This is an optimization exercise on Yosys and OpenROAD, whose aim is small area, a short achievable clock period and few clock cycles per item, not a production implementation.
Where RTL was checked, it was by simulation tests only, not by an equivalence proof against the original.
Function not checked in runs 1 and 2: the RTL went through the layout flow alone.
No activity file was given, so power comes from the tool's default toggle rates.

[design/flow/config.mk]
export PLATFORM = sky130hd
export DESIGN_NAME = ws_frame_rx
export DESIGN_NICKNAME = ws_frame_rx
export VERILOG_FILES = /design/flow/design.v
export SDC_FILE = /design/flow/constraint.sdc
export NUM_CORES = 4
export LEC_CHECK = 0
export CAP_MARGIN = 20
export CORE_MARGIN = 2
export CORE_UTILIZATION = 50
export CTS_BUF_LIST = sky130_fd_sc_hd__clkbuf_4
export PLACE_DENSITY = 0.6
export SETUP_SLACK_MARGIN = 5
export SLEW_MARGIN = 20
[design/flow/flow/run.sh]
#!/bin/bash
# Own flow: the standard layout (standard.sh, unchanged synthesis) with
# a tighter setup target for repair_timing and the smallest buffer on the
# ports. All tool output goes to logs in this folder.
set -euo pipefail
MARGIN=${MARGIN:-6.3}
sed -e "s/SETUP_SLACK_MARGIN=[0-9.]*/SETUP_SLACK_MARGIN=$MARGIN/" \
    -e "s|\"\${@:-finish}\"|BUFFER_PORTS_ARGS='-buffer_cell sky130_fd_sc_hd__buf_1' \"\${@:-finish}\"|" \
    standard.sh > standard_own.sh
bash standard_own.sh > standard_own.log 2>&1
[design/flow/constraint.sdc]
create_clock -name core_clock -period 9.0 [get_ports {clk}]
set_input_delay 1.8000 -clock core_clock [delete_from_list [all_inputs] [get_ports {clk}]]
set_output_delay 1.8000 -clock core_clock [all_outputs]
set_load 0.01 [all_outputs]
[design/flow/standard.sh]
#!/bin/bash
# synth_recipe.tcl (not shown) runs the flow's synth.tcl, then flattens the netlist and writes it again
# the make line also repeats each setting of config.mk as NAME=value (left out here)
make -C /OpenROAD-flow-scripts/flow DESIGN_CONFIG=/design/flow/config.mk WORK_HOME=/design/flow/orfs CLKGATE_MAP_FILE= SYNTH_SCRIPT=/design/flow/synth_recipe.tcl "${@:-finish}"
[design/flow/design.v]
module ws_crc16_byte (
  input  wire [15:0] crc_in,
  input  wire [7:0]  data,
  output reg  [15:0] crc_out
);
  integer i;
  always @* begin
    crc_out = crc_in ^ {data, 8'h00};
    for (i = 0; i < 8; i = i + 1) begin
      if (crc_out[15])
        crc_out = {crc_out[14:0], 1'b0} ^ 16'h1021;
      else
        crc_out = {crc_out[14:0], 1'b0};
    end
  end
endmodule
module ws_framer (
  input  wire        clk,
  input  wire        rst,
  input  wire        in_valid,
  input  wire [7:0]  in_data,
  output wire        in_ready,
  input  wire        ev_take,
  output reg         ev_valid,
  output reg         ev_crc_err,
  output reg  [1:0]  ev_tag,
  output reg  [7:0]  ev_command,
  output reg  [7:0]  ev_status,
  output reg  [7:0]  ev_length,
  output reg  [63:0] ev_raw,
  output reg  [15:0] ev_stored,
  output reg  [15:0] ev_computed,
  output reg         start1,       
  output reg         start2        
);
  reg        bv;                   
  reg  [7:0] bd;
  reg  [5:0] pos;
  reg  [1:0] ctag;                 
  wire is_aa  = (bd == 8'hAA);
  wire is_tag = (bd == 8'h01) || (bd == 8'h02) || (bd == 8'h03);
  reg        rdy;
  assign in_ready = rdy;
  reg  [5:0] pos_n;
  always @* begin
    pos_n = pos;
    if (bv)
      case (pos)
        6'd0: pos_n = is_aa ? 6'd1 : 6'd0;
        6'd1: pos_n = is_tag ? 6'd2 : is_aa ? 6'd1 : 6'd0;
        6'd2: pos_n = (bd == 8'h55) ? 6'd3 : is_aa ? 6'd1 : 6'd0;
        6'd3: pos_n = (bd == 8'hC3) ? 6'd4 : is_aa ? 6'd1 : 6'd0;
        default: pos_n = pos + 6'd1;    
      endcase
  end
  wire bv_n  = in_valid && rdy;
  wire evv_n = (ev_valid && !ev_take) || (bv && pos == 6'd63);
  wire rdy_n = !evv_n || (pos_n < 6'd2) || (pos_n == 6'd2 && !bv_n);
  wire [15:0] crc_next;
  ws_crc16_byte u_crc (.crc_in(ev_computed), .data(bd), .crc_out(crc_next));
  always @(posedge clk) begin
    if (rst) begin
      bv       <= 1'b0;
      pos      <= 6'd0;
      rdy      <= 1'b1;
      ev_valid <= 1'b0;
      start1   <= 1'b0;
      start2   <= 1'b0;
    end else begin
      bv  <= bv_n;
      rdy <= rdy_n;
      pos <= pos_n;
      start1 <= 1'b0;
      start2 <= 1'b0;
      if (ev_take)
        ev_valid <= 1'b0;
      if (bv && pos == 6'd63)
        ev_valid <= 1'b1;
      if (bv) begin
        start1 <= (pos == 6'd8 && ev_tag == 2'd0) || (pos == 6'd10 && ev_tag != 2'd0);
        start2 <= (pos == 6'd10 && ev_tag == 2'd0) || (pos == 6'd14 && ev_tag == 2'd1);
      end
    end
  end
  always @(posedge clk) begin
    if (bv) begin
      if (pos == 6'd3) begin
        ev_tag      <= ctag;
        ev_computed <= 16'hFFFF;
      end
      if (pos >= 6'd4 && pos <= 6'd61)
        ev_computed <= crc_next;
      if (pos == 6'd4) ev_command <= bd;
      if (pos == 6'd5) ev_status  <= bd;
      if (pos == 6'd6) ev_length  <= bd;
      if (pos >= 6'd7 && pos <= 6'd14)
        ev_raw[(pos - 6'd7) * 8 +: 8] <= bd;
      if (pos == 6'd62) ev_stored[15:8] <= bd;
      if (pos == 6'd63) begin
        ev_stored[7:0] <= bd;
        ev_crc_err     <= (ev_computed != {ev_stored[15:8], bd});
      end
    end
  end
  always @(posedge clk)
    if (bv && pos == 6'd1) ctag <= bd[1:0] - 2'd1;
  always @(posedge clk)
    bd <= in_data;
endmodule
module ws_div_f64 #(
  parameter RW = 7                  
) (
  input  wire         clk,
  input  wire         rst,
  input  wire         start,
  input  wire         sel25,        
  input  wire         sel125,       
  input  wire         sgn,
  input  wire [23:0]  lv,
  input  wire [10:0]  ex0,
  output reg          sign,
  output reg  [10:0]  expo,
  output reg  [51:0]  frac
);
  reg          pre, post;
  reg          d25, d125;
  reg          odd;                 
  reg          ext;                 
  reg  [4:0]   cnt;
  reg  [RW-1:0] rem;
  reg          t_hi, t_lo;          
  wire b_hi = (odd ? ext      : frac[51]) | t_hi;
  wire b_lo = (odd ? frac[51] : frac[50]) | t_lo;
  wire [7:0] x1a = {3'd0, rem[4:0], b_hi};
  wire       g1a = (x1a >= 8'd25);
  wire [7:0] y1a = g1a ? x1a - 8'd25 : x1a;
  wire [7:0] x2a = {2'd0, y1a[4:0], b_lo};
  wire       g2a = (x2a >= 8'd25);
  wire [7:0] y2a = g2a ? x2a - 8'd25 : x2a;
  wire [7:0] x1b = {rem, b_hi};
  wire       g1b = (x1b >= 8'd125);
  wire [7:0] y1b = g1b ? x1b - 8'd125 : x1b;
  wire [7:0] x2b = {y1b[RW-1:0], b_lo};
  wire       g2b = (x2b >= 8'd125);
  wire [7:0] y2b = g2b ? x2b - 8'd125 : x2b;
  wire          q_hi = d25 ? g1a : d125 ? g1b : b_hi;
  wire          q_lo = d25 ? g2a : d125 ? g2b : b_lo;
  wire [RW-1:0] r1   = d125 ? y1b[RW-1:0] : d25 ? y1a[RW-1:0] : {RW{1'b0}};
  wire [RW-1:0] r2   = d125 ? y2b[RW-1:0] : d25 ? y2a[RW-1:0] : {RW{1'b0}};
  wire [4:0]  cnt_n = cnt + 5'd1;
  always @(posedge clk) begin
    if (rst) begin
      pre  <= 1'b0;
      post <= 1'b0;
    end else if (start) begin
      pre  <= (lv != 24'd0);
      post <= 1'b0;
    end else if (pre) begin
      if (q_hi || q_lo) begin
        pre  <= 1'b0;
        post <= 1'b1;
      end
    end else if (post) begin
      if (cnt == 5'd25)
        post <= 1'b0;
    end
  end
  always @(posedge clk)
    ext <= frac[50];
  always @(posedge clk) begin
    if (start) begin
      d25  <= sel25;
      d125 <= (RW == 7) && sel125;
      sign <= sgn;
      frac <= {lv, 28'd0};
      rem  <= {RW{1'b0}};
      cnt  <= 5'd0;
      odd  <= 1'b0;
      expo <= (lv == 24'd0) ? 11'd0 : ex0;
      t_hi <= 1'b0;
      t_lo <= 1'b0;
    end else if (pre) begin
      frac <= {frac[49:0], 2'b00};
      rem  <= (q_hi && !odd) ? r1 : r2;
      odd  <= q_hi;
      expo <= expo - 11'd2;
    end else if (post) begin
      frac <= {frac[49:0], q_hi, q_lo};
      rem  <= r2;
      cnt  <= cnt_n;
      if (cnt == 5'd0)
        expo <= expo + (odd ? 11'd2 : 11'd1);
      t_hi <= (d25 && cnt_n == 5'd24) || (d125 && (cnt_n == 5'd23 || cnt_n == 5'd24 || cnt_n == 5'd25));
      t_lo <= (d25 && cnt_n == 5'd24) || (d125 && (cnt_n == 5'd23 || cnt_n == 5'd24));
    end
  end
endmodule
module ws_f32_to_f64 #(
  parameter TRACTION = 1            
) (
  input  wire [1:0]  mode,
  input  wire [15:0] n,             
  input  wire [15:0] w,             
  input  wire [31:0] f,             
  output reg  [23:0] lv,            
  output reg  [10:0] ex0            
);
  wire [7:0]  e   = f[30:23];
  wire [15:0] mag = n[15] ? (16'd0 - n) : n;
  always @* begin
    if (mode[0]) begin
      lv  = {(e != 8'd0), f[22:0]};
      ex0 = (e == 8'hFF) ? 11'h7FF : (e == 8'd0) ? 11'd897 : ({3'd0, e} + 11'd896);
    end else if (TRACTION && mode[1]) begin
      lv  = {w, 8'd0};
      ex0 = 11'd1035;
    end else begin
      lv  = {mag, 8'd0};
      ex0 = 11'd1036;
    end
  end
endmodule
module ws_decoder (
  input  wire [1:0]  tag,
  input  wire [63:0] raw,
  output wire        sign1,
  output wire        sign2
);
  assign sign1 = (tag == 2'd0) ? raw[15] : (tag == 2'd1) ? raw[31] : 1'b0;
  assign sign2 = (tag == 2'd0) ? raw[31] : raw[63];
endmodule
module ws_frame_rx (
  input  wire        clk,
  input  wire        rst,
  input  wire        in_valid,
  input  wire [7:0]  in_data,
  output wire        in_ready,
  output wire        ev_valid,
  input  wire        ev_ready,
  output wire        ev_crc_err,
  output wire [1:0]  ev_tag,
  output wire [7:0]  ev_command,
  output wire [7:0]  ev_status,
  output wire [7:0]  ev_length,
  output wire [63:0] ev_raw,
  output wire [63:0] ev_value1,
  output wire [63:0] ev_value2,
  output wire [15:0] ev_stored,
  output wire [15:0] ev_computed
);
  wire start1, start2;
  ws_framer u_framer (
    .clk(clk), .rst(rst),
    .in_valid(in_valid), .in_data(in_data), .in_ready(in_ready),
    .ev_take(ev_valid && ev_ready), .ev_valid(ev_valid),
    .ev_crc_err(ev_crc_err), .ev_tag(ev_tag), .ev_command(ev_command),
    .ev_status(ev_status), .ev_length(ev_length), .ev_raw(ev_raw),
    .ev_stored(ev_stored), .ev_computed(ev_computed),
    .start1(start1), .start2(start2)
  );
  wire [23:0] lv1;
  wire [10:0] ex1;
  ws_f32_to_f64 #(.TRACTION(1)) u_op1 (
    .mode(ev_tag), .n(ev_raw[15:0]), .w(ev_raw[31:16]), .f(ev_raw[31:0]),
    .lv(lv1), .ex0(ex1)
  );
  ws_div_f64 #(.RW(7)) u_eng1 (
    .clk(clk), .rst(rst), .start(start1),
    .sel25(ev_tag == 2'd0), .sel125(ev_tag == 2'd2), .sgn(sgn1),
    .lv(lv1), .ex0(ex1),
    .sign(ev_value1[63]), .expo(ev_value1[62:52]), .frac(ev_value1[51:0])
  );
  wire [23:0] lv2;
  wire [10:0] ex2;
  ws_f32_to_f64 #(.TRACTION(0)) u_op2 (
    .mode(ev_tag), .n(ev_raw[31:16]), .w(16'd0), .f(ev_raw[63:32]),
    .lv(lv2), .ex0(ex2)
  );
  ws_div_f64 #(.RW(5)) u_eng2 (
    .clk(clk), .rst(rst), .start(start2),
    .sel25(ev_tag == 2'd0), .sel125(1'b0), .sgn(sgn2),
    .lv(lv2), .ex0(ex2),
    .sign(ev_value2[63]), .expo(ev_value2[62:52]), .frac(ev_value2[51:0])
  );
  wire sgn1, sgn2;
  ws_decoder u_sign (
    .tag(ev_tag), .raw(ev_raw), .sign1(sgn1), .sign2(sgn2)
  );
endmodule
==> results of run 1 <==
[placed cells by master, fill, tap and decap left out, types with 15 or more instances in the layout]
cell type  netlist  routed
inv_1           54      44
mux2_4          17      47
a21oi_1         85      79
nor3_1          31      20
buf_6            6     130
buf_4            2     357
nor4_1          24      15
mux2_2          52      22
a22o_1          39      39
o21ai_0         76      59
dfxtp_1        108      38
mux2i_1         35      34
xnor2_1         52      48
buf_1           10      27
nand3_1         34      31
clkbuf_4         0     140
nor2_1         118     106
ha_1            42      24
nand2b_1        24      21
nand2_1        178     172
edfxtp_1       200     200
a22oi_1         20      19
dfxtp_2          0      61
buf_2            6      32
nand4_1         28      28
xor2_1          56      53
clkbuf_2         1     106
[stage by stage]
stage | total power, µW | instances | setup WS (ns)
2_1_floorplan | 1800 | 1648 | 5.613
3_3_place_gp | 1866 | 2268 | 4.952
3_5_place_dp | 1869 | 2268 | 4.882
4_1_cts | 3293 | 2703 | 5.652
5_1_grt | 3456 | 2806 | 5.605
6_report | 3321 | 2807 | 5.702
[kinds of logic after synthesis]
group           count (synthesis)  share of synthesized area (%)
simple gates                  559                          16.95
xor+xnor                      108                          5.625
mux                           104                          7.083
compound gates                359                          14.34
flops                         308                          48.57
buf+inv                       166                          4.070
fa+ha+maj                      44                          3.363
[metal layers]
| metal | share of wire, % | track usage [%] | vias up |
|---|---|---|---|
| met5 | 0 | 0 | - |
| met1 | 41 | 40.91 | 7776 |
| met2 | 48 | 50.34 | 723 |
| met3 | 8.3 | 7.992 | 121 |
| met4 | 3.2 | 12.11 | 0 |
| li1 | - | - | 7405 |
[power groups by stage]
stage,clock network [µW],logic (µW),registers (µW)
after floorplan,0,237,1560
after global placement,0,282,1580
after detailed placement,0,284,1580
after CTS,1380,358,1550
after global routing,1470,428,1560
final,1370,398,1550
[sequential cells by signal, summed over array words and instances, names as in the netlist, 2 cells and up]
signal,flops
u_framer.bd,8
u_eng2.expo,11
u_eng2.rem,5
u_framer.ev_length,8
u_framer.ev_status,8
u_framer.ev_raw,64
u_eng2.cnt,5
u_framer.ev_stored,16
u_framer.pos,6
u_eng1.cnt,5
u_eng1.expo,11
u_eng1.frac,52
u_framer.ctag,2
u_framer.ev_tag,2
u_framer.ev_command,8
u_framer.ev_computed,16
u_eng2.frac,52
u_eng1.rem,7
[path summary, 6_finish.rpt]
check / endpoint / slack, ns / depth (start not counted)
setup / recovery: ev_tag[0] / 5.70 / 2
hold / removal: u_framer.ev_tag[1] / 0.43 / 0
setup reg to reg: u_eng1.post / 5.71 / 15
hold reg to reg: u_framer.ev_tag[1] / 0.43 / 0
[worst register-to-register path, stage by stage, from the launching register on]
cell,delay (ns)
edfxtp_1,0.42
mux2_4,0.31
nor2_4,0.16
inv_2,0.06
ha_4,0.16
nand2b_4,0.15
a31oi_4,0.26
xor2_4,0.26
inv_2,0.10
ha_4,0.16
nand2b_4,0.13
and2_4,0.15
a31oi_4,0.27
nor3_2,0.07
nand3b_1,0.23
o221a_2,0.29
[area by class of cell]
class / count / area, µm² / area share [%]
multi-input combinational: 1174 / 9055 / 37.09
clock buffer: 140 / 1051 / 4.305
tap: 448 / 560.5 / 2.296
sequential: 308 / 8278 / 33.91
clock inverter: 18 / 118.9 / 0.4869
inverter: 55 / 222.7 / 0.9123
antenna: 4 / 10.01 / 0.04100
timing repair buffer: 660 / 5116 / 20.96
[what timing repair did]
action	in CTS	in global routing
resized for setup	393	237
pin swaps	53	64
setup buffers	274	100
cloned	3	0
setup endpoints to repair	400	419
==> results by group, run 1 <==
Global route
  – Total track usage: 31.37%
  – Vias in the first global route: ~15000
  – Grt total ovfl: 0
  – First-pass GRT wire length: 86570 µm
  – Initial antenna violation count: 3
  – Largest net degree at the start of global routing: just under 80

Placed design
  – Post-DP HPWL: roughly 34000 µm
  – I/O Buffers: 264
  – Gpl congestion: 0.8771
  – Placed inst area: 0.01840 mm²

Route
  – Initial DRT Pass Iterations: 11
  – Vias per Instance: about 5.7
  – Routed len/inst: around 21 µm
  – Routed Antenna Nets: 0
  – Drt drc: 0
  – Initial drt markers: 1328
  – Routed wire length: 58200 µm
  – Routed vias: about 16000

Worst setup path
  – Reg-to-Reg Start: u_eng1.frac[51]
  – CP endpoint kind: output port
  – Worst Path Arrival: 1.50 ns
  – Critical Path RT: 7.20 ns
  – Worst Setup SP: u_framer.ev_tag[0]
  – Crit start category: register
  – Crit Path Class: register to output port
  – Delay-heaviest family, CP: flip-flops
  – Crit path buffers/inverters: 2
  – CP peak stage delay: 0.44 ns
  – Crit-path max FO: 4
  – Critical path's slowest cell: edfxtp_1
  – CP cell instances: buf_12 > buf_8

Cells and area
  – Area growth syn-to-layout: 45.16%
  – Final net count: 2341
  – Fin util: around three quarters
  – Fillers: 2472
  – Post-route cell area: approximately 0.024 mm²
  – Share of cells above drive strength 1: 46.28%

Clocking
  – CTS tree: built
  – Reg clk slew, reported paths: about 0.070 ns
  – Clock latency (worst-skew pair): around 0.79 ns
  – CTS Buf Count: 86
  – Hold Buf Count CTS: 0
  – Clock buffer depth: 3
  – Root Buffer: clkbuf_4
  – CTS Sinks: between 300 and 400
  – H-tree depth: 3

Yosys
  – Sequential share of the synthesized area: around 49%
  – Syn Area/Cell: 10.20 µm²
  – Synth Flop Type: edfxtp_1
  – Synth cell types: 85
  – Number of flops mapped to enable cells by yosys: 200
  – Post-Syn Nets: approximately 1700
  – Synth warnings: 6
  – Post-synth top cells: edfxtp_1, nand2_1, nor2_1, dfxtp_1, clkbuf_1
  – Mapped Cells: 1648
  – Yosys top cell area share: 35.71%
  – Yosys top cell by area: edfxtp_1
  – Ys async rst share: 0%
  – Top cells by area, synth: edfxtp_1, dfxtp_1, nand2_1
  – Top-count cell post-synth: edfxtp_1
  – FF+latch count, synth: 308
  – Mapped Area: 0.01682 mm²

Timing
  – Slew HR: 26.56%
  – Hold WS: 0.4293 ns
  – Fin crit period: between 3 and 4 ns
  – Fin crit share: 36.65%
  – Final TNS setup: 0 ns
  – RSZ-0062 raised after global routing: yes
  – Fmax achieved: roughly 300 MHz
  – Max-slew violation total from the final report: 0
  – Endpoints failing hold: 0
  – Least-Margin Pin Slew: 1.100 ns
  – Final Setup Violations: 0
  – Final Skew: between 0.06 and 0.07 ns

Die
  – Die width: 187.4 µm
  – Initial Utilization: between 50% and 60%
  – Core area: 0.03336 mm²
  – Row cnt: 67
  – Total die area: 0.03512 mm²
  – Die height: 187.4 µm
  – Ports: 265

Pwr
  – LEAKAGE: between 0.009 and 0.01 µW
  – Switching power: 889.6 µW
  – P_int: 2431 µW
  – Peak supply drop: 0.1219 mV
  – Seq pwr share: 46.8%
  – Clock power frac: approximately 41%
  – Sw frac: between 20% and 30%
  – Comb pwr share: 12.0%
  – P per Cell Area: 136.0 mW/mm²

Outcome
  – Status: complete, no violations

Hold path
  – Hold path start: u_framer.ctag[1]
  – Hold Path Class: register to register

Run
  – Max-cap violations: 0
==> run 2: changes to the inputs <==
==> design/flow/run.sh (new file) <==
#!/bin/bash
# synth_recipe.tcl (not shown) runs the flow's synth.tcl, then flattens the netlist and writes it again
# the make line also repeats each setting of config.mk as NAME=value (left out here)
make -C /OpenROAD-flow-scripts/flow DESIGN_CONFIG=/design/flow/config.mk WORK_HOME=/design/flow/orfs CLKGATE_MAP_FILE= SYNTH_SCRIPT=/design/flow/synth_recipe.tcl finish
removed: design/flow/flow/run.sh
removed: design/flow/standard.sh
==> run 2 against run 1 <==
Clock power decreased by 3%. Critical path type unchanged. Highest routed layer unchanged. Sequential share of layout area increased by 4.9 points. Maximum frequency decreased by 15%. First-iteration DRC count decreased by 19%. Via count decreased by 11%. Register-to-register slack got worse by 0.52 ns. Synthesized cell count unchanged. Sequential cell count unchanged.
==> results by group, run 2 <==
Die
  – Die width: 187.4 µm
  – Core area: 0.03336 mm²
  – Die height: 187.4 µm
  – Ports: around 270
  – Initial Utilization: 50.41%
  – Row cnt: between 60 and 70
  – Total die area: 0.03512 mm²

Yosys
  – Synth warnings: 6
  – Yosys top cell area share: 35.71%
  – FF+latch count, synth: 308
  – Synth cell types: 85
  – Syn Area/Cell: 10.20 µm²
  – Combinational family with the most area after synthesis: simple AND/OR/NAND/NOR gates
  – Synth Area in Adders: 3.363%
  – Top cells by area, synth: edfxtp_1, dfxtp_1, nand2_1
  – Synth Flop Type: edfxtp_1
  – Top-count cell post-synth: edfxtp_1
  – Post-synthesis mux area share: 7.083%
  – Post-synth top cells: edfxtp_1, nand2_1, nor2_1, dfxtp_1, clkbuf_1
  – Synth Area in XOR/XNOR: 5.625%
  – Ys async rst share: 0%
  – Yosys top cell by area: edfxtp_1
  – Post-Syn Nets: 1704
  – Compound-Gate Fraction of Synth Area: between 10 and 15%
  – Number of flops mapped to enable cells by yosys: 200
  – Mapped Cells: 1648
  – Post-Synth Simple-Gate Area: 16.95%
  – Sequential share of the synthesized area: 48.57%
  – Mapped Area: around 0.017 mm²

Cells and area
  – Final net count: around 2000
  – Area growth syn-to-layout: 25.24%
  – Post-route cell area: between 0.02 and 0.025 mm²
  – Commonest cells after routing, fill and taps aside: clkdlybuf4s50_1, edfxtp_1, nand2_1, clkbuf_4, nor2_1
  – Top reg by flops: u_framer.ev_raw
  – Share of cells above drive strength 1: 14.90%
  – Leading cell type in the layout, fill and taps excluded: clkdlybuf4s50_1
  – Max reg flops: 64
  – Fin util: 63.13%
  – Biggest regs: u_framer.ev_raw: 64 flops, u_eng1.frac: 52 flops, u_eng2.frac: 52 flops

Clocking
  – Root Buffer: clkbuf_4
  – Reg clk slew, reported paths: ~0.060 ns
  – CTS Sinks: 308
  – CTS Buf Count: 84
  – H-tree depth: 3
  – Clock buffer depth: 3
  – Clock latency (worst-skew pair): 0.76 ns
  – CTS tree: built

Route
  – Routed wire length: between 50000 and 60000 µm
  – Vias per Instance: around 5.9
  – Initial DRT Pass Iterations: 6
  – Routed vias: 14260
  – Routed Antenna Nets: 0
  – Drt drc: 0
  – Initial drt markers: 1082
  – Routed len/inst: 20.99 µm

Global route
  – Grt total ovfl: 0
  – Vias in the first global route: 13670
  – Largest net degree at the start of global routing: 81
  – Total track usage: 28.39%
  – Initial antenna violation count: 3
  – First-pass GRT wire length: roughly 78000 µm

Timing
  – Fin crit share: 43.27%
  – Least-Margin Pin Slew: about 1.1 ns
  – Final Setup Violations: 0
  – Final TNS setup: 0 ns
  – RSZ-0062 raised after global routing: no
  – Max-slew violation total from the final report: 0
  – Endpoints failing hold: 0
  – Fmax achieved: 256.8 MHz
  – Hold WS: 0.4225 ns
  – Fin crit period: between 3 and 4 ns
  – Slew HR: 27.56%
  – Final Skew: 0.03996 ns

Worst setup path
  – Reg-to-Reg Start: u_framer.pos[0]
  – Crit-path max FO: 9
  – Critical Path Stages: 1
  – Crit Path Class: register to output port
  – RR Endpoint: u_framer.ev_raw[44]
  – Critical Path RT: 7.20 ns
  – CP cell instances: clkdlybuf4s50_1
  – Crit path buffers/inverters: 1
  – Worst Setup SP: u_framer.ev_raw[25]
  – Crit start category: register
  – Reg2reg setup slack: 5.19 ns
  – R2R depth: 10
  – Worst Path Arrival: 2.09 ns
  – Delay-heaviest family, CP: buffers and inverters
  – Critical path's slowest cell: clkdlybuf4s50_1
  – CP peak stage delay: 0.69 ns
  – CP endpoint kind: output port
  – Worst setup path end: ev_raw[25]

Pwr
  – P per Cell Area: 150.6 mW/mm²
  – LEAKAGE: 0.007398 µW
  – Overall Power: 3171 µW
  – Peak supply drop: approximately 0.13 mV

Hold path
  – Hold Path Class: register to register
  – Hold Crit Depth: 0

Placed design
  – Gpl congestion: between 0.9 and 1
  – I/O Buffers: 264
  – Post-DP HPWL: 35340 µm
  – Placed inst area: 0.01974 mm²

Run
  – Max-cap violations: 0

Outcome
  – Status: complete, no violations
## run 2: cell counts after synthesis
Identical to the previous run, type by type.
## run 2: stage by stage
step	std cells	setup WS (ns)
after global routing	2430	5.000
final	2430	5.106
after global placement	2271	4.670
after CTS	2420	5.000
after detailed placement	2271	4.617
after floorplan	1648	5.339
## run 2: logic make-up (layout without fill, tap and decap cells)
logic type | Yosys count | after routing
XOR/XNOR | 108 | 108
multiplexers | 104 | 104
AO/OA/AOI/OAI | 359 | 359
flip-flops | 308 | 308
other | 0 | 2
buffers and inverters | 166 | 498
adder cells (fa/ha/maj) | 44 | 44
AND/OR/NAND/NOR | 559 | 559
## run 2: worst min-delay path by stage
stage	slack, ns	to	start
2_1_floorplan	0.40	u_framer.ev_tag[0]	u_framer.ctag[0]
3_3_place_gp	0.40	u_framer.ev_tag[1]	u_framer.ctag[1]
3_5_place_dp	0.41	u_framer.ev_tag[0]	u_framer.ctag[0]
4_1_cts	0.42	u_framer.ev_tag[0]	u_framer.ctag[0]
5_1_grt	0.44	u_framer.ev_tag[0]	u_framer.ctag[0]
6_report	0.42	u_framer.ev_tag[0]	u_framer.ctag[0]
## run 2: area by class of cell
type / count / area [µm²]
diodes: 2 / 5.005
multi-input cells: 1174 / 8088
well taps: 448 / 560.5
fillers: 2885 / 12300
flip-flops and latches: 308 / 8179
inverters: 55 / 206.4
clock inverters: 10 / 91.34
clock buffers: 136 / 1021
repair buffers: 297 / 2910
## run 2: power by group
group | switching [µW] | total, µW | internal, µW
clock network | 600 | 1330 | 733
registers | 44.5 | 1560 | 1510
logic | 165 | 283 | 119
total | 809 | 3170 | 2360
## run 2: metal layers
layer,routed length [µm],global-route usage [%],vias up
met4,1689,11.81,0
li1,-,-,6653
met5,0,0,-
met2,23250,44.34,580
met3,3991,7.749,117
met1,22090,37.35,6911
## run 2: what timing repair did
action                                  4_1_cts  5_1_grt
hold buffers                                  0        0
endpoints found under the setup margin       67       72
pin swaps                                     1        2
buffers inserted                              3        8
resized for setup                            12       14
==> run 3: changes to the inputs <==
--- a/design/flow/design.v
+++ b/design/flow/design.v
@@ -31,80 +31,65 @@
   output reg  [15:0] ev_stored,
   output reg  [15:0] ev_computed,
-  output reg         start1,       
-  output reg         start2        
-);
-  reg        bv;                   
-  reg  [7:0] bd;
+  output wire        load1,        
+  output wire        load2         
+);
   reg  [5:0] pos;
-  reg  [1:0] ctag;                 
-  wire is_aa  = (bd == 8'hAA);
-  wire is_tag = (bd == 8'h01) || (bd == 8'h02) || (bd == 8'h03);
-  reg        rdy;
+  reg        rdy;                  
   assign in_ready = rdy;
+  wire acc    = in_valid && rdy;
+  wire is_aa  = (in_data == 8'hAA);
+  wire is_tag = (in_data == 8'h01) || (in_data == 8'h02) || (in_data == 8'h03);
   reg  [5:0] pos_n;
   always @* begin
     pos_n = pos;
-    if (bv)
+    if (acc)
       case (pos)
         6'd0: pos_n = is_aa ? 6'd1 : 6'd0;
         6'd1: pos_n = is_tag ? 6'd2 : is_aa ? 6'd1 : 6'd0;
-        6'd2: pos_n = (bd == 8'h55) ? 6'd3 : is_aa ? 6'd1 : 6'd0;
-        6'd3: pos_n = (bd == 8'hC3) ? 6'd4 : is_aa ? 6'd1 : 6'd0;
+        6'd2: pos_n = (in_data == 8'h55) ? 6'd3 : is_aa ? 6'd1 : 6'd0;
+        6'd3: pos_n = (in_data == 8'hC3) ? 6'd4 : is_aa ? 6'd1 : 6'd0;
         default: pos_n = pos + 6'd1;    
       endcase
   end
-  wire bv_n  = in_valid && rdy;
-  wire evv_n = (ev_valid && !ev_take) || (bv && pos == 6'd63);
-  wire rdy_n = !evv_n || (pos_n < 6'd2) || (pos_n == 6'd2 && !bv_n);
-  wire [15:0] crc_next;
-  ws_crc16_byte u_crc (.crc_in(ev_computed), .data(bd), .crc_out(crc_next));
+  wire evv_n = (ev_valid && !ev_take) || (acc && pos == 6'd63);
   always @(posedge clk) begin
     if (rst) begin
-      bv       <= 1'b0;
       pos      <= 6'd0;
       rdy      <= 1'b1;
       ev_valid <= 1'b0;
-      start1   <= 1'b0;
-      start2   <= 1'b0;
     end else begin
-      bv  <= bv_n;
-      rdy <= rdy_n;
-      pos <= pos_n;
-      start1 <= 1'b0;
-      start2 <= 1'b0;
-      if (ev_take)
-        ev_valid <= 1'b0;
-      if (bv && pos == 6'd63)
-        ev_valid <= 1'b1;
-      if (bv) begin
-        start1 <= (pos == 6'd8 && ev_tag == 2'd0) || (pos == 6'd10 && ev_tag != 2'd0);
-        start2 <= (pos == 6'd10 && ev_tag == 2'd0) || (pos == 6'd14 && ev_tag == 2'd1);
-      end
-    end
-  end
-  always @(posedge clk) begin
-    if (bv) begin
-      if (pos == 6'd3) begin
-        ev_tag      <= ctag;
-        ev_computed <= 16'hFFFF;
-      end
+      pos      <= pos_n;
+      rdy      <= !evv_n || (pos_n == 6'd0);
+      ev_valid <= evv_n;
+    end
+  end
+  assign load1 = (pos == 6'd9 && ev_tag == 2'd0) || (pos == 6'd11 && ev_tag != 2'd0);
+  assign load2 = (pos == 6'd11 && ev_tag == 2'd0) || (pos == 6'd15 && ev_tag == 2'd1);
+  wire [15:0] crc_next;
+  ws_crc16_byte u_crc (.crc_in(ev_computed), .data(in_data), .crc_out(crc_next));
+  always @(posedge clk) begin
+    if (acc) begin
+      if (pos == 6'd1) ev_tag <= in_data[1:0] - 2'd1;
+      if (pos == 6'd3) ev_computed <= 16'hFFFF;
       if (pos >= 6'd4 && pos <= 6'd61)
         ev_computed <= crc_next;
-      if (pos == 6'd4) ev_command <= bd;
-      if (pos == 6'd5) ev_status  <= bd;
-      if (pos == 6'd6) ev_length  <= bd;
-      if (pos >= 6'd7 && pos <= 6'd14)
-        ev_raw[(pos - 6'd7) * 8 +: 8] <= bd;
-      if (pos == 6'd62) ev_stored[15:8] <= bd;
+      if (pos == 6'd4)  ev_command    <= in_data;
+      if (pos == 6'd5)  ev_status     <= in_data;
+      if (pos == 6'd6)  ev_length     <= in_data;
+      if (pos == 6'd7)  ev_raw[7:0]   <= in_data;
+      if (pos == 6'd8)  ev_raw[15:8]  <= in_data;
+      if (pos == 6'd9)  ev_raw[23:16] <= in_data;
+      if (pos == 6'd10) ev_raw[31:24] <= in_data;
+      if (pos == 6'd11) ev_raw[39:32] <= in_data;
+      if (pos == 6'd12) ev_raw[47:40] <= in_data;
+      if (pos == 6'd13) ev_raw[55:48] <= in_data;
+      if (pos == 6'd14) ev_raw[63:56] <= in_data;
+      if (pos == 6'd62) ev_stored[15:8] <= in_data;
       if (pos == 6'd63) begin
-        ev_stored[7:0] <= bd;
-        ev_crc_err     <= (ev_computed != {ev_stored[15:8], bd});
+        ev_stored[7:0] <= in_data;
+        ev_crc_err     <= (ev_computed != {ev_stored[15:8], in_data});
       end
     end
   end
-  always @(posedge clk)
-    if (bv && pos == 6'd1) ctag <= bd[1:0] - 2'd1;
-  always @(posedge clk)
-    bd <= in_data;
 endmodule
 module ws_div_f64 #(
@@ -113,5 +98,5 @@
   input  wire         clk,
   input  wire         rst,
-  input  wire         start,
+  input  wire         start,        
   input  wire         sel25,        
   input  wire         sel125,       
@@ -124,5 +109,4 @@
 );
   reg          pre, post;
-  reg          d25, d125;
   reg          odd;                 
   reg          ext;                 
@@ -130,4 +114,6 @@
   reg  [RW-1:0] rem;
   reg          t_hi, t_lo;          
+  wire d25  = sel25;
+  wire d125 = (RW == 7) && sel125;
   wire b_hi = (odd ? ext      : frac[51]) | t_hi;
   wire b_lo = (odd ? frac[51] : frac[50]) | t_lo;
@@ -170,6 +156,4 @@
   always @(posedge clk) begin
     if (start) begin
-      d25  <= sel25;
-      d125 <= (RW == 7) && sel125;
       sign <= sgn;
       frac <= {lv, 28'd0};
@@ -249,5 +233,5 @@
   output wire [15:0] ev_computed
 );
-  wire start1, start2;
+  wire load1, load2;
   ws_framer u_framer (
     .clk(clk), .rst(rst),
@@ -257,5 +241,5 @@
     .ev_status(ev_status), .ev_length(ev_length), .ev_raw(ev_raw),
     .ev_stored(ev_stored), .ev_computed(ev_computed),
-    .start1(start1), .start2(start2)
+    .load1(load1), .load2(load2)
   );
   wire [23:0] lv1;
@@ -266,5 +250,5 @@
   );
   ws_div_f64 #(.RW(7)) u_eng1 (
-    .clk(clk), .rst(rst), .start(start1),
+    .clk(clk), .rst(rst), .start(load1),
     .sel25(ev_tag == 2'd0), .sel125(ev_tag == 2'd2), .sgn(sgn1),
     .lv(lv1), .ex0(ex1),
@@ -278,5 +262,5 @@
   );
   ws_div_f64 #(.RW(5)) u_eng2 (
-    .clk(clk), .rst(rst), .start(start2),
+    .clk(clk), .rst(rst), .start(load2),
     .sel25(ev_tag == 2'd0), .sel125(1'b0), .sgn(sgn2),
     .lv(lv2), .ex0(ex2),
==> design/flow/flow/run.sh (new file) <==
#!/bin/bash
# Own flow: the standard layout (standard.sh, unchanged synthesis) with
# a tighter setup target for repair_timing and the smallest buffer on the
# ports. All tool output goes to logs in this folder.
set -euo pipefail
MARGIN=${MARGIN:-5.8}
sed -e "s/SETUP_SLACK_MARGIN=[0-9.]*/SETUP_SLACK_MARGIN=$MARGIN/" \
    -e "s|\"\${@:-finish}\"|BUFFER_PORTS_ARGS='-buffer_cell sky130_fd_sc_hd__buf_1' \"\${@:-finish}\"|" \
    standard.sh > standard_own.sh
bash standard_own.sh > standard_own.log 2>&1
==> design/flow/standard.sh (new file) <==
#!/bin/bash
# synth_recipe.tcl (not shown) runs the flow's synth.tcl, then flattens the netlist and writes it again
# the make line also repeats each setting of config.mk as NAME=value (left out here)
make -C /OpenROAD-flow-scripts/flow DESIGN_CONFIG=/design/flow/config.mk WORK_HOME=/design/flow/orfs CLKGATE_MAP_FILE= SYNTH_SCRIPT=/design/flow/synth_recipe.tcl "${@:-finish}"
--- a/design/flow/config.mk
+++ b/design/flow/config.mk
@@ -9,5 +9,7 @@
 export CORE_MARGIN = 2
 export CORE_UTILIZATION = 50
-export CTS_BUF_LIST = sky130_fd_sc_hd__clkbuf_4
+export CTS_BUF_LIST = sky130_fd_sc_hd__clkbuf_8
+export CTS_CLUSTER_DIAMETER = 50
+export CTS_CLUSTER_SIZE = 20
 export PLACE_DENSITY = 0.6
 export SETUP_SLACK_MARGIN = 5
removed: design/flow/run.sh
==> run 3 against run 2 <==
Synthesized cell count fell by 11%. Global-route usage down 0.16 points. Sequential share of layout area increased by 4.1 points. Highest routed layer unchanged.
==> results by group, run 3 <==
Outcome
  – Status: complete, no violations

Clocking
  – CTS Buf Count: 34
  – CTS tree: built
  – Clock buffer depth: 3
  – Clock latency (worst-skew pair): 0.57 ns
  – Root Buffer: clkbuf_8
  – H-tree depth: 2
  – CTS Sinks: 292
  – Reg clk slew, reported paths: around 0.090 ns

Pwr
  – Sw frac: between 20 and 30%
  – P per Cell Area: 146.3 mW/mm²
  – P_int: roughly 1900 µW
  – Clock power frac: 38.3%
  – LEAKAGE: between 0.006 and 0.007 µW
  – Switching power: 726.0 µW
  – Comb pwr share: 7.1%
  – Seq pwr share: around 55%
  – Peak supply drop: approximately 0.14 mV

Timing
  – RSZ-0062 raised after global routing: yes
  – Endpoints failing hold: 0
  – Fin crit share: 36.38%
  – Max-slew violation total from the final report: 0
  – Fmax achieved: about 300 MHz
  – Slew HR: 35.27%
  – Final Setup Violations: 0
  – Fin crit period: 3.274 ns
  – Final Skew: 0.02921 ns
  – Hold WS: 0.4383 ns
  – Final TNS setup: 0 ns
  – Least-Margin Pin Slew: 0.9710 ns

Yosys
  – Sequential share of the synthesized area: 52.11%
  – Number of flops mapped to enable cells by yosys: between 150 and 200
  – Post-synth top cells: edfxtp_1, nand2_1, nor2_1, dfxtp_1, a21oi_1
  – Mapped Cells: ~1500
  – Mapped Area: 0.01496 mm²
  – Post-Syn Nets: roughly 1500
  – Synth cell types: 88
  – Synth warnings: 6
  – Synth Flop Type: edfxtp_1
  – Top cells by area, synth: edfxtp_1, dfxtp_1, nand2_1
  – FF+latch count, synth: 292
  – Syn Area/Cell: just over 10 µm²
  – Yosys top cell by area: edfxtp_1
  – Ys async rst share: 0%
  – Yosys top cell area share: 39.13%
  – Top-count cell post-synth: edfxtp_1

Die
  – Core area: 0.02956 mm²
  – Total die area: roughly 0.031 mm²
  – Initial Utilization: 50.62%
  – Die height: around 180 µm
  – Ports: 265
  – Row cnt: 63
  – Die width: about 180 µm

Cells and area
  – Post-Layout Cell Count: 2207
  – Fillers: 2532
  – Multi-input logic area: 0.007086 mm²
  – Max reg flops: 64
  – Register Area: 0.007805 mm²
  – Top reg by flops: u_framer.ev_raw
  – Post-route cell area: 0.01820 mm²
  – Biggest regs: u_framer.ev_raw: 64 flops, u_eng1.frac: 52 flops, u_eng2.frac: 52 flops
  – Final net count: 1837
  – Leading cell type in the layout, fill and taps excluded: buf_1
  – Share of cells above drive strength 1: between 15 and 20%
  – Commonest cells after routing, fill and taps aside: buf_1, edfxtp_1, nand2_1, nor2_1, buf_4
  – Area growth syn-to-layout: 21.62%
  – N_diodes: 0

Route
  – Initial DRT Pass Iterations: 8
  – Drt drc: 0
  – Initial drt markers: 1277
  – Routed wire length: 46530 µm
  – M1 WL: 20720 µm
  – Max layer used: met4
  – Routed len/inst: around 21 µm
  – DR WL met2: 21090 µm
  – Routed vias: 13170
  – Routed Antenna Nets: 0
  – Vias per Instance: 5.966
  – Met3 WL post-DR: 3565 µm

Worst setup path
  – Delay-heaviest family, CP: simple AND/OR/NAND/NOR gates
  – Critical Path Stages: 10
  – CP cell instances: or4_4 > buf_4 > nor4_4 > mux2_2 > a21oi_1 > nand2_1 > nor4_4 > a21o_1 > buf_4 > a21oi_1
  – CP peak stage delay: 0.56 ns
  – Worst Setup SP: u_framer.ev_raw[3]
  – R2R depth: 10
  – Crit Path Class: register to register
  – Worst Path Arrival: 3.66 ns
  – Crit path buffers/inverters: 2
  – Reg-to-Reg Start: u_framer.ev_raw[3]
  – Reg2reg setup slack: 5.73 ns
  – Critical path's slowest cell: edfxtp_1
  – Crit start category: register
  – RR Endpoint: u_eng1.pre
  – CP endpoint kind: register
  – Worst setup path end: u_eng1.pre
  – Critical Path RT: 9.38 ns
  – Crit-path max FO: 7

Global route
  – Initial antenna violation count: 0
  – Largest net degree at the start of global routing: 69
  – Total track usage: roughly 28%
  – Grt total ovfl: 0
  – First-pass GRT wire length: 68880 µm
  – Vias in the first global route: around 12000

Placed design
  – Placed inst area: between 0.015 and 0.02 mm²
  – Post-DP HPWL: 31240 µm
  – I/O Buffers: 264
  – Gpl congestion: slightly above 0.9
  – DP Cell Count: 2058

Run
  – Max-cap violations: 0

Hold path
  – Hold Path Class: register to register
-- run 3: cell count changes in the layout (fill, tap and decap cells not counted), sizes merged, moves of 14 or more --
| cell | delta |
|---|---|
| mux2 | -62 |
| a211oi | +21 |
| clkdlybuf4s50 | -264 |
| clkbuf | -98 |
| nand3 | +34 |
| nand2 | -18 |
| buf | +338 |
| o21ai | -14 |
-- run 3: final cells by class --
type | instances | area share, %
clock inverter | 27 | 1.540
multi-input combinational | 1040 | 38.93
timing repair buffer | 375 | 10.31
tap | 390 | 2.681
sequential | 292 | 42.88
inverter | 48 | 1.011
clock buffer | 35 | 2.647
-- run 3: worst register-to-register path: stages (launching register included) --
cell      delay [ns]
edfxtp_1        0.56
or4_4           0.53
buf_4           0.18
nor4_4          0.30
mux2_2          0.37
a21oi_1         0.26
nand2_1         0.14
nor4_4          0.27
a21o_1          0.29
buf_4           0.15
a21oi_1         0.05
-- run 3: how the worst min path moves through the flow --
stage               startpoint         end  slack, ns  cells past startpoint
3_5_place_dp   u_eng2.frac[50]  u_eng2.ext       0.42                      0
5_1_grt        u_eng2.frac[50]  u_eng2.ext       0.46                      0
4_1_cts        u_eng2.frac[50]  u_eng2.ext       0.44                      0
3_3_place_gp   u_eng2.frac[50]  u_eng2.ext       0.41                      0
2_1_floorplan  u_eng1.frac[50]  u_eng1.ext       0.43                      0
6_report       u_eng2.frac[50]  u_eng2.ext       0.44                      0
-- run 3: per-stage QoR --
step / total power [µW] / setup slack (ns) / utilization, %
6_report: 2663 / 5.726 / 61.57
5_1_grt: 2752 / 5.654 / 61.57
4_1_cts: 2659 / 5.735 / 59.48
3_5_place_dp: 1641 / 5.112 / 55.42
3_3_place_gp: 1637 / 5.171 / 55.42
2_1_floorplan: 1592 / 5.788 / -
-- run 3: what timing repair did --
action,CTS,global route
setup buffers,45,39
hold buffers,0,0
gates cloned,1,1
resized for setup,20,58
endpoints found under the setup margin,142,103
pin swaps,16,34
-- run 3: layer usage --
metal	track usage (%)	vias to the layer above
li1	-	6074
met4	8.643	0
met2	42.49	545
met3	6.164	85
met5	0	-
met1	40.70	6463
-- run 3: power groups by stage --
stage / combinational (µW) / sequential [µW] / clock [µW]
2_1_floorplan: 118 / 1470 / 0
4_1_cts: 171 / 1450 / 1040
3_5_place_dp: 158 / 1480 / 0
5_1_grt: 209 / 1460 / 1090
6_report: 190 / 1450 / 1020
3_3_place_gp: 155 / 1480 / 0
-- run 3: cells by family (layout without fill, tap and decap cells) --
kind of cell               Yosys count  in the layout  synth area share, %
AOI/OAI and AO/OA                  338            339                15.23
xor gates and xnor gates            95             95                5.610
adders and majority gates           34             34                2.943
buffers and inverters              140            485                3.696
DFF                                292            292                52.11
muxes                               37             37                2.558
and+or+nand+nor                    535            535                17.86
Testbench counts of run 3, summed over its fixed seeds: cycles 24,942, bytes 24,934.
==> run 4: changes to the inputs <==
--- a/design/flow/config.mk
+++ b/design/flow/config.mk
@@ -6,4 +6,5 @@
 export NUM_CORES = 4
 export LEC_CHECK = 0
+export ABC_AREA = 1
 export CAP_MARGIN = 20
 export CORE_MARGIN = 2
==> run 4 against run 3 <==
Largest power group unchanged. Critical path type is now register to output port. Critical endpoint is now ev_tag[0]. Die area shrank 0.43%. Largest cell class unchanged. Via count grew 1.1%. Clock skew rose by 0.014 ns. Maximum frequency rose by 4.5%.
==> results by group, run 4 <==
Outcome
  – Status: complete, no violations

Worst setup path
  – CP cell instances: buf_12 > clkbuf_2
  – Reg2reg setup slack: 6.03 ns
  – Worst Path Arrival: between 1 and 1.5 ns
  – Crit-path max FO: 23
  – Critical Path RT: 7.20 ns
  – CP endpoint kind: output port
  – Crit start category: register
  – Critical path's slowest cell: edfxtp_1
  – CP peak stage delay: 0.44 ns
  – Crit Path Class: register to output port

Timing
  – Max-slew violation total from the final report: 0
  – Fmax achieved: 319.3 MHz
  – RSZ-0062 raised after global routing: no
  – Post-route setup slack: 5.868 ns
  – Least-Margin Pin Slew: 0.9402 ns
  – Fin crit share: approximately a third
  – Final Setup Violations: 0
  – Final Skew: 0.04336 ns
  – Final TNS setup: 0 ns
  – Fin crit period: 3.132 ns
  – Endpoints failing hold: 0
  – Slew HR: 37.32%

Clocking
  – Root Buffer: clkbuf_8
  – CTS Buf Count: 36
  – Reg clk slew, reported paths: 0.09 ns
  – H-tree depth: 2
  – CTS Sinks: 292
  – Clock buffer depth: 3
  – Clock latency (worst-skew pair): 0.57 ns
  – CTS tree: built

Global route
  – First-pass GRT wire length: 67170 µm
  – Vias in the first global route: between 10000 and 15000
  – Initial antenna violation count: 0
  – Largest net degree at the start of global routing: 63
  – Grt total ovfl: 0
  – Total track usage: between 20% and 30%

Cells and area
  – Leading cell type in the layout, fill and taps excluded: nand2_1
  – Final net count: between 2000 and 2500
  – N_diodes: 0
  – Area growth syn-to-layout: 17.21%
  – Top reg by flops: u_framer.ev_raw
  – Max reg flops: 64
  – Share of cells above drive strength 1: 8.099%
  – Biggest regs: u_framer.ev_raw: 64 flops, u_eng1.frac: 52 flops, u_eng2.frac: 52 flops
  – Commonest cells after routing, fill and taps aside: nand2_1, buf_1, inv_1, edfxtp_1, nand3_1

Route
  – Initial drt markers: 974
  – Routed wire length: between 40000 and 50000 µm
  – Initial DRT Pass Iterations: 8
  – Routed Antenna Nets: 0
  – Drt drc: 0
  – Routed len/inst: between 15 and 20 µm
  – Routed vias: 13320
  – Vias per Instance: 5.515

Placed design
  – I/O Buffers: 264
  – Pre-CTS setup slack: 4.850 ns
  – Post-DP HPWL: 31560 µm
  – Gpl congestion: 0.9227

Yosys
  – FF+latch count, synth: 292
  – Synth warnings: 6
  – Mapped Area: 0.01490 mm²
  – Mapped Cells: 1725
  – Yosys top cell area share: 39.30%
  – Number of flops mapped to enable cells by yosys: about 200
  – Syn Area/Cell: 8.637 µm²
  – Yosys top cell by area: edfxtp_1
  – Post-synth top cells: nand2_1, inv_1, edfxtp_1, nand3_1, nor2_1
  – Post-Syn Nets: between 1500 and 2000
  – Top cells by area, synth: edfxtp_1, dfxtp_1, nand2_1
  – Top-count cell post-synth: nand2_1
  – Ys async rst share: 0%
  – Synth cell types: 52
  – Sequential share of the synthesized area: 52.33%
  – Synth Flop Type: edfxtp_1

Pwr
  – P per Cell Area: 165.1 mW/mm²
  – LEAKAGE: 0.006608 µW
  – Peak supply drop: approximately 0.14 mV

Die
  – Die height: 176.6 µm
  – Row cnt: 63
  – Ports: around 270
  – Total die area: 0.03119 mm²
  – Core area: 0.02948 mm²
  – Initial Utilization: 50.54%
  – Die width: roughly 180 µm

Hold path
  – Hold Path Class: register to register

Run
  – Max-cap violations: 0
## run 4: cell types whose count changed in the layout (fill, tap and decap cells not counted), moves of 23 or more
cell / change
nand2_1: +192
inv_1: +157
nand3_1: +96
buf_4: -74
o21ai_0: +36
mux2i_1: -28
a22o_1: -27
nor2_1: +26
o22ai_1: +26
a211oi_1: -23
## run 4: metal layers
layer	GRT usage [%]	vias to the layer above	routed length, µm
met5	0	-	0
met3	5.777	82	3316
met4	8.437	0	1261
met1	36.56	6317	18570
li1	-	6436	-
met2	45.12	483	21270
## run 4: cell type report
| class | instances | area [µm²] |
|---|---|---|
| clock buffer | 37 | 509.2 |
| tap | 390 | 488.0 |
| inverter | 213 | 820.8 |
| timing repair inverter | 1 | 5.005 |
| clock inverter | 27 | 351.6 |
| fill | 2791 | 12020 |
| timing repair buffer | 298 | 1316 |
| sequential | 292 | 7802 |
| multi-input combinational | 1157 | 6170 |
## run 4: worst paths after layout
path / from / end / cells after the start
worst max-delay path: u_framer.ev_tag[0] / ev_tag[0] / 2
worst min-delay path: u_eng1.rem[6] / u_eng1.rem[6] / 2
worst max register to register: u_eng1.frac[51] / u_eng1.rem[5] / 19
worst min register to register: u_eng1.rem[6] / u_eng1.rem[6] / 2
## run 4: power by group
part / leakage (µW) / internal, µW / switching (µW) / total (µW)
Combinational: 0.00361 / 88.4 / 187 / 275
Sequential: 0.00256 / 1450 / 31.1 / 1490
Clock: 0.000440 / 544 / 578 / 1120
## run 4: repair_timing
action	in CTS	in global routing
pin swaps	1	5
setup endpoints to repair	122	117
buffers inserted	5	8
gates cloned	1	1
hold buffers	0	0
resized for setup	24	32
## run 4: metrics by stage
step | instance area [µm²] | power, µW | cells | hold WS, ns | utilization [%]
6_report | 17460 | 2883 | 2415 | 0.4604 | 59.24
4_1_cts | 17280 | 2892 | 2406 | 0.4572 | 58.60
3_5_place_dp | 16270 | 1774 | 2336 | 0.4456 | 55.17
5_1_grt | 17460 | 2989 | 2415 | 0.4680 | 59.24
3_3_place_gp | 16270 | 1772 | 2336 | 0.4440 | 55.17
2_1_floorplan | 14900 | 1687 | 1725 | 0.4258 | -
## run 4: worst max-delay path, delay by kind of cell, from the launching register on
family	cells	cell delay, ns
buffers and inverters	2	0.35
flip-flops	1	0.44
## run 4: cells by family after synthesis
| family | count (synthesis) | share of synthesized area, % |
|---|---|---|
| fa+ha+maj | 34 | 2.956 |
| compound gates | 303 | 11.58 |
| simple gates | 753 | 21.99 |
| xor+xnor | 67 | 3.989 |
| flops | 292 | 52.33 |
| buf+inv | 276 | 7.146 |
==> run 5: changes to the inputs <==
--- a/design/flow/flow/run.sh
+++ b/design/flow/flow/run.sh
@@ -4,5 +4,5 @@
 # ports. All tool output goes to logs in this folder.
 set -euo pipefail
-MARGIN=${MARGIN:-5.8}
+MARGIN=${MARGIN:-6.0}
 sed -e "s/SETUP_SLACK_MARGIN=[0-9.]*/SETUP_SLACK_MARGIN=$MARGIN/" \
     -e "s|\"\${@:-finish}\"|BUFFER_PORTS_ARGS='-buffer_cell sky130_fd_sc_hd__buf_1' \"\${@:-finish}\"|" \
==> run 5 against run 4 <==
Still clean on timing, DRC and antenna. First-iteration DRC count is 19% higher. Sequential share of layout area is 2.3 points lower. Cell count is 4.1% higher. Synthesized cell count stayed put. Maximum frequency is 0.97% higher. Non-clock buffer count is 98 higher. Hold slack better by 0.0090 ns.
==> results by group, run 5 <==
Outcome
  – Status: complete, no violations

Cells and area
  – N_diodes: 0
  – Post-Layout Cell Count: 2514
  – Post-route cell area: 0.01843 mm²
  – Fillers: 2707
  – Share of cells above drive strength 1: 14.92%
  – Top reg by flops: u_framer.ev_raw
  – Commonest cells after routing, fill and taps aside: nand2_1, buf_1, inv_1, edfxtp_1, nand3_1
  – Area growth syn-to-layout: 23.67%
  – Fin util: 62.50%
  – Final net count: approximately 2100
  – Max reg flops: 64
  – Leading cell type in the layout, fill and taps excluded: nand2_1
  – Biggest regs: u_framer.ev_raw: 64 flops, u_eng1.frac: 52 flops, u_eng2.frac: 52 flops

Route
  – Initial DRT Pass Iterations: 5
  – Drt drc: 0
  – Routed Antenna Nets: 0
  – Routed vias: 13800
  – Routed len/inst: 18.27 µm
  – Initial drt markers: between 1000 and 1500
  – Routed wire length: between 40000 and 50000 µm
  – Vias per Instance: 5.490

Worst setup path
  – CP endpoint kind: output port
  – Critical Path RT: 7.20 ns
  – Crit Path Class: register to output port
  – Critical path's slowest cell: edfxtp_1
  – Crit start category: register
  – CP cell instances: buf_1
  – Delay-heaviest family, CP: flip-flops
  – Reg-to-Reg Start: u_framer.ev_raw[18]
  – Worst Setup SP: u_framer.ev_raw[28]
  – Crit-path max FO: 6
  – Crit path buffers/inverters: 1
  – CP peak stage delay: 0.55 ns
  – Worst Path Arrival: between 1 and 1.5 ns

Timing
  – Final Skew: 0.03323 ns
  – Fin crit share: 34.47%
  – Endpoints failing hold: 0
  – Max-slew violation total from the final report: 0
  – Fin crit period: 3.102 ns
  – RSZ-0062 raised after global routing: yes
  – Final TNS setup: 0 ns
  – Final Setup Violations: 0
  – Post-route setup slack: 5.898 ns
  – Slew HR: 35.32%
  – Fmax achieved: ~320 MHz
  – Least-Margin Pin Slew: between 0.9 and 1 ns

Yosys
  – Combinational family with the most area after synthesis: simple AND/OR/NAND/NOR gates
  – Synth cell types: 52
  – Mapped Area: 0.01490 mm²
  – Sequential share of the synthesized area: 52.33%
  – Ys async rst share: 0%
  – Synth Area in Adders: around 3%
  – FF+latch count, synth: 292
  – Synth Area in XOR/XNOR: under 10%
  – Top cells by area, synth: edfxtp_1, dfxtp_1, nand2_1
  – Synth warnings: 6
  – Post-synth top cells: nand2_1, inv_1, edfxtp_1, nand3_1, nor2_1
  – Post-synthesis mux area share: 0%
  – Synth Flop Type: edfxtp_1
  – Yosys top cell area share: about two fifths
  – Syn Area/Cell: 8.637 µm²
  – Yosys top cell by area: edfxtp_1
  – Number of flops mapped to enable cells by yosys: 195
  – Post-Syn Nets: 1771
  – Top-count cell post-synth: nand2_1
  – Post-Synth Simple-Gate Area: 21.99%
  – Mapped Cells: 1725
  – Compound-Gate Fraction of Synth Area: 11.58%

Run
  – Max-cap violations: 0

Die
  – Row cnt: 63
  – Die height: 176.6 µm
  – Core area: 0.02948 mm²
  – Ports: 265
  – Initial Utilization: 50.54%
  – Total die area: 0.03119 mm²
  – Die width: 176.6 µm

Pwr
  – Switching power: slightly above 800 µW
  – Clock power frac: 37.5%
  – Comb pwr share: 10.6%
  – LEAKAGE: 0.007209 µW
  – P per Cell Area: 154.9 mW/mm²
  – Sw frac: 28.31%
  – Seq pwr share: 52.0%
  – Peak supply drop: approximately 0.14 mV
  – P_int: 2046 µW

Hold path
  – Hold path start: u_eng1.rem[6]
  – Hold Path Class: register to register

Clocking
  – Clock latency (worst-skew pair): 0.57 ns
  – H-tree depth: 2
  – Root Buffer: clkbuf_8
  – Reg clk slew, reported paths: 0.10 ns
  – CTS Buf Count: 35
  – CTS tree: built
  – CTS Sinks: approximately 290
  – Clock buffer depth: 3

Global route
  – Vias in the first global route: 12780
  – Met3 usage: 6.701%
  – GR Layer Usage met2: 47.92%
  – M1 GR Usage: 36.92%
  – Grt total ovfl: 0
  – Total track usage: 28.51%
  – GR peak layer: met2
  – First-pass GRT wire length: 69610 µm
  – Initial antenna violation count: 1
  – Largest net degree at the start of global routing: 63

Placed design
  – Post-DP HPWL: about 31000 µm
  – I/O Buffers: 264
  – Pre-CTS setup slack: 4.840 ns
  – Placed inst area: 0.01628 mm²
  – DP Cell Count: ~2300
  – Gpl congestion: about 0.93
run 5: cell counts after synthesis:
No cell type changed its count.
run 5: final cells by class:
cell class / count / area (µm²) / area share [%]
timing repair buffer: 396 / 2203 / 11.96
clock inverter: 25 / 294.0 / 1.596
multi-input combinational: 1159 / 6262 / 33.99
sequential: 292 / 7804 / 42.35
timing repair inverter: 2 / 16.27 / 0.08827
inverter: 213 / 849.6 / 4.611
clock buffer: 37 / 509.2 / 2.764
tap: 390 / 488.0 / 2.648
run 5: power groups by stage:
stage	Sequential [µW]	Combinational, µW	Clock (µW)
floorplan	1510	175	0
global placement	1520	256	0
detailed placement	1510	259	0
CTS	1480	280	1090
global route	1490	336	1140
finish	1480	302	1070
run 5: kinds of logic after synthesis:
kind of cell | Yosys count
AOI/OAI and AO/OA | 303
xor gates and xnor gates | 67
adders and majority gates | 34
buffers and inverters | 276
DFF | 292
and+or+nand+nor | 753
run 5: layer usage:
metal | part of all wire [%] | routed length [µm]
met3 | 8.3 | 3821
met1 | 41 | 18750
met2 | 48 | 22280
met5 | 0 | 0
met4 | 2.4 | 1088
run 5: metrics by stage:
step | total power, µW | hold slack [ns]
6_report | 2853 | 0.4694
5_1_grt | 2958 | 0.4901
4_1_cts | 2848 | 0.4629
3_5_place_dp | 1773 | 0.4491
3_3_place_gp | 1771 | 0.4450
2_1_floorplan | 1687 | 0.4258
run 5: path summary, 6_finish.rpt:
kind | cells after the start | endpoint | slack [ns]
worst max-delay path | 1 | ev_raw[28] | 5.90
worst min-delay path | 2 | u_eng1.rem[6] | 0.47
worst max register to register | 16 | u_eng2.expo[8] | 6.18
worst min register to register | 2 | u_eng1.rem[6] | 0.47
run 5: repair_timing:
action | in CTS | in global routing
pin swaps | 4 | 11
cloned | 3 | 4
setup buffers | 72 | 37
hold buffers | 0 | 0
resized for setup | 43 | 95
endpoints found under the setup margin | 217 | 213
==> run 6: changes to the inputs <==
--- a/design/flow/flow/run.sh
+++ b/design/flow/flow/run.sh
@@ -4,5 +4,5 @@
 # ports. All tool output goes to logs in this folder.
 set -euo pipefail
-MARGIN=${MARGIN:-6.0}
+MARGIN=${MARGIN:-6.2}
 sed -e "s/SETUP_SLACK_MARGIN=[0-9.]*/SETUP_SLACK_MARGIN=$MARGIN/" \
     -e "s|\"\${@:-finish}\"|BUFFER_PORTS_ARGS='-buffer_cell sky130_fd_sc_hd__buf_1' \"\${@:-finish}\"|" \
==> run 6 against run 5 <==
Still clean. Utilization grew 8.7 points. Die area unchanged. Synthesized area unchanged. Critical path type unchanged.
==> results by group, run 6 <==
Outcome
  – Status: complete, no violations

Die
  – Total die area: 0.03119 mm²
  – Row cnt: 63
  – Die width: 176.6 µm
  – Ports: roughly 270
  – Core area: ~0.029 mm²
  – Initial Utilization: 50.54%
  – Die height: 176.6 µm

Timing
  – Fin crit share: 34.33%
  – Least-Margin Pin Slew: 0.9343 ns
  – Endpoints failing hold: 0
  – Fmax achieved: 323.6 MHz
  – Fin crit period: just over 3 ns
  – Final TNS setup: 0 ns
  – Slew HR: 37.72%
  – Max-slew violation total from the final report: 0
  – RSZ-0062 raised after global routing: yes
  – Final Setup Violations: 0
  – Final Skew: 0.02794 ns
  – Hold WS: 0.4679 ns

Pwr
  – P per Cell Area: 142.8 mW/mm²
  – Sw frac: about 28%
  – P_int: 2161 µW
  – LEAKAGE: 0.008906 µW
  – Switching power: 838.2 µW
  – Peak supply drop: 0.1504 mV
  – Clock power frac: 38.5%
  – Seq pwr share: 49.5%
  – Comb pwr share: 12.0%

Clocking
  – Hold Buf Count CTS: 0
  – CTS Buf Count: 37
  – Clock latency (worst-skew pair): 0.56 ns
  – Reg clk slew, reported paths: ~0.080 ns
  – Clock buffer depth: 3
  – CTS tree: built
  – H-tree depth: 2
  – CTS Sinks: 292
  – Root Buffer: clkbuf_8

Cells and area
  – Commonest cells after routing, fill and taps aside: nand2_1, buf_4, edfxtp_1, inv_1, nand3_1
  – N_diodes: 0
  – Share of cells above drive strength 1: ~36%
  – Post-Layout Cell Count: 2670
  – Area growth syn-to-layout: 40.97%
  – Leading cell type in the layout, fill and taps excluded: nand2_1
  – Register Area: 0.007875 mm²
  – Multi-input logic area: 0.006644 mm²
  – Biggest regs: u_framer.ev_raw: 64 flops, u_eng1.frac: 52 flops, u_eng2.frac: 52 flops
  – Max reg flops: 64
  – Fillers: 2331
  – Final net count: 2297
  – Top reg by flops: u_framer.ev_raw

Worst setup path
  – CP endpoint kind: output port
  – Crit start category: register
  – Crit Path Class: register to output port
  – Critical Path RT: roughly 7.2 ns
  – Worst Path Arrival: 1.29 ns
  – Crit-path max FO: 2

Yosys
  – FF+latch count, synth: 292
  – Yosys top cell by area: edfxtp_1
  – Synth warnings: 6
  – Synth Flop Type: edfxtp_1
  – Synth cell types: 52
  – Yosys top cell area share: 39.30%
  – Ys async rst share: 0%
  – Top-count cell post-synth: nand2_1
  – Syn Area/Cell: 8.637 µm²
  – Number of flops mapped to enable cells by yosys: 195
  – Post-Syn Nets: 1771
  – Sequential share of the synthesized area: ~52%
  – Top cells by area, synth: edfxtp_1, dfxtp_1, nand2_1
  – Post-synth top cells: nand2_1, inv_1, edfxtp_1, nand3_1, nor2_1
  – Mapped Area: 0.01490 mm²
  – Mapped Cells: 1725

Global route
  – Largest net degree at the start of global routing: 63
  – First-pass GRT wire length: approximately 73000 µm
  – Vias in the first global route: 13670
  – Grt total ovfl: 0
  – Total track usage: 29.96%
  – Initial antenna violation count: 1

Placed design
  – DP Cell Count: 2339
  – I/O Buffers: approximately 260
  – Post-DP HPWL: 32000 µm
  – Gpl congestion: 0.9491

Route
  – Routed vias: 14580
  – Routed len/inst: ~19 µm
  – Initial drt markers: 1113
  – Initial DRT Pass Iterations: 5
  – Drt drc: 0
  – Routed wire length: between 40000 and 50000 µm
  – Routed Antenna Nets: 0
  – Vias per Instance: 5.459

Run
  – Max-cap violations: 0

Hold path
  – Hold Path Class: register to register
## run 6: cell counts after synthesis
No cell type changed its count.
## run 6: critical path: stages, from the launching register on
cell and delay (ns):
edfxtp_1 0.47, buf_6 0.16, buf_6 0.11
## run 6: path summary, 6_finish.rpt
path | from | end | slack, ns | depth (start not counted)
worst max-delay path | u_eng1.frac[51] | ev_value1[51] | 5.91 | 2
worst min-delay path | u_eng1.rem[5] | u_eng1.rem[5] | 0.47 | 2
worst max register to register | u_eng1.frac[51] | u_eng1.rem[5] | 6.07 | 21
worst min register to register | u_eng1.rem[5] | u_eng1.rem[5] | 0.47 | 2
## run 6: layout make-up
cell class | count | area share [%]
multi-input combinational | 1157 | 31.63
clock inverter | 29 | 1.716
timing repair buffer | 546 | 19.80
timing repair inverter | 4 | 0.2085
inverter | 213 | 4.271
clock buffer | 39 | 2.556
sequential | 292 | 37.49
tap | 390 | 2.323
## run 6: cells by family (layout without fill, tap and decap cells)
logic type / after synthesis / in the layout / share of synthesized area, %
AND/OR/NAND/NOR: 753 / 753 / 21.99
AO/OA/AOI/OAI: 303 / 303 / 11.58
flip-flops: 292 / 292 / 52.33
buffers and inverters: 276 / 831 / 7.146
XOR/XNOR: 67 / 67 / 3.989
adder cells (fa/ha/maj): 34 / 34 / 2.956
## run 6: through the flow
step	total power, µW	area [µm²]	utilization, %	setup slack [ns]
after floorplan	1692	15030	-	6.059
after global placement	1780	16410	55.67	5.165
after detailed placement	1783	16410	55.67	5.108
after CTS	2968	19500	66.13	5.920
after global routing	3102	21000	71.25	5.893
final	2999	21000	71.25	5.910
## run 6: power by group through the flow
| stage | logic [µW] | registers, µW | clock network [µW] |
|---|---|---|---|
| after detailed placement | 267 | 1520 | 0 |
| final | 361 | 1480 | 1150 |
| after global placement | 264 | 1520 | 0 |
| after global routing | 395 | 1490 | 1220 |
| after floorplan | 180 | 1510 | 0 |
| after CTS | 315 | 1480 | 1170 |
## run 6: metal layers
| layer | part of all wire, % | vias up | GRT usage (%) |
|---|---|---|---|
| li1 | - | 6948 | - |
| met1 | 40 | 6923 | 38.06 |
| met2 | 49 | 588 | 51.12 |
| met3 | 7.6 | 117 | 5.649 |
| met4 | 3.5 | 0 | 10.74 |
| met5 | 0 | - | 0 |
## run 6: what timing repair did
action                                 in CTS  in global routing
setup endpoints to repair                 440                396
endpoints found under the hold margin       0                  0
resized for setup                         281                307
cloned                                      4                  7
setup buffers                             164                 88
pin swaps                                  10                 52

## re-timing with driven ports
In the flow no input, the clock included, has a driving cell. The finished layouts below were timed again as built, in two steps. Step 1 assumes that a clkbuf_16 drives the clock port and a buf_2 every other input. Step 2 times the ports against the registers' clock, not the clock port: input delays grow and output delays shrink by t, the midpoint of the rising clock arrivals with the driver on. Three values: ideal ports, drivers, drivers and shift; two values: the first two.
run | shift t [ns] | setup slack, ns | hold WS [ns] | worst slew at a driven data input, ns | cell pins on the clock port's net
run 1 | 0.812 | 5.702 / 5.651 / 5.707 | 0.429 / 0.429 / 0.429 | 0.04 | 1
run 2 | 0.796 | 5.106 / 5.057 / 5.188 | 0.422 / 0.422 / 0.422 | 0.04 | 1
run 3 | 0.607 | 5.726 / 5.707 / 5.357 | 0.438 / 0.438 / 0.438 | 0.03 | 1
run 4 | 0.593 | 5.868 / 5.819 / 5.496 | 0.460 / 0.460 / 0.460 | 0.03 | 1
run 5 | 0.602 | 5.898 / 5.852 / 5.521 | 0.469 / 0.469 / 0.469 | 0.03 | 1
run 6 | 0.600 | 5.910 / 5.858 / 5.583 | 0.468 / 0.468 / 0.468 | 0.04 | 1
After both steps every run listed still meets setup and hold. For run 5, which loses most, drivers alone change the setup slack by -0.046 ns; drivers and shift together by -0.377 ns.
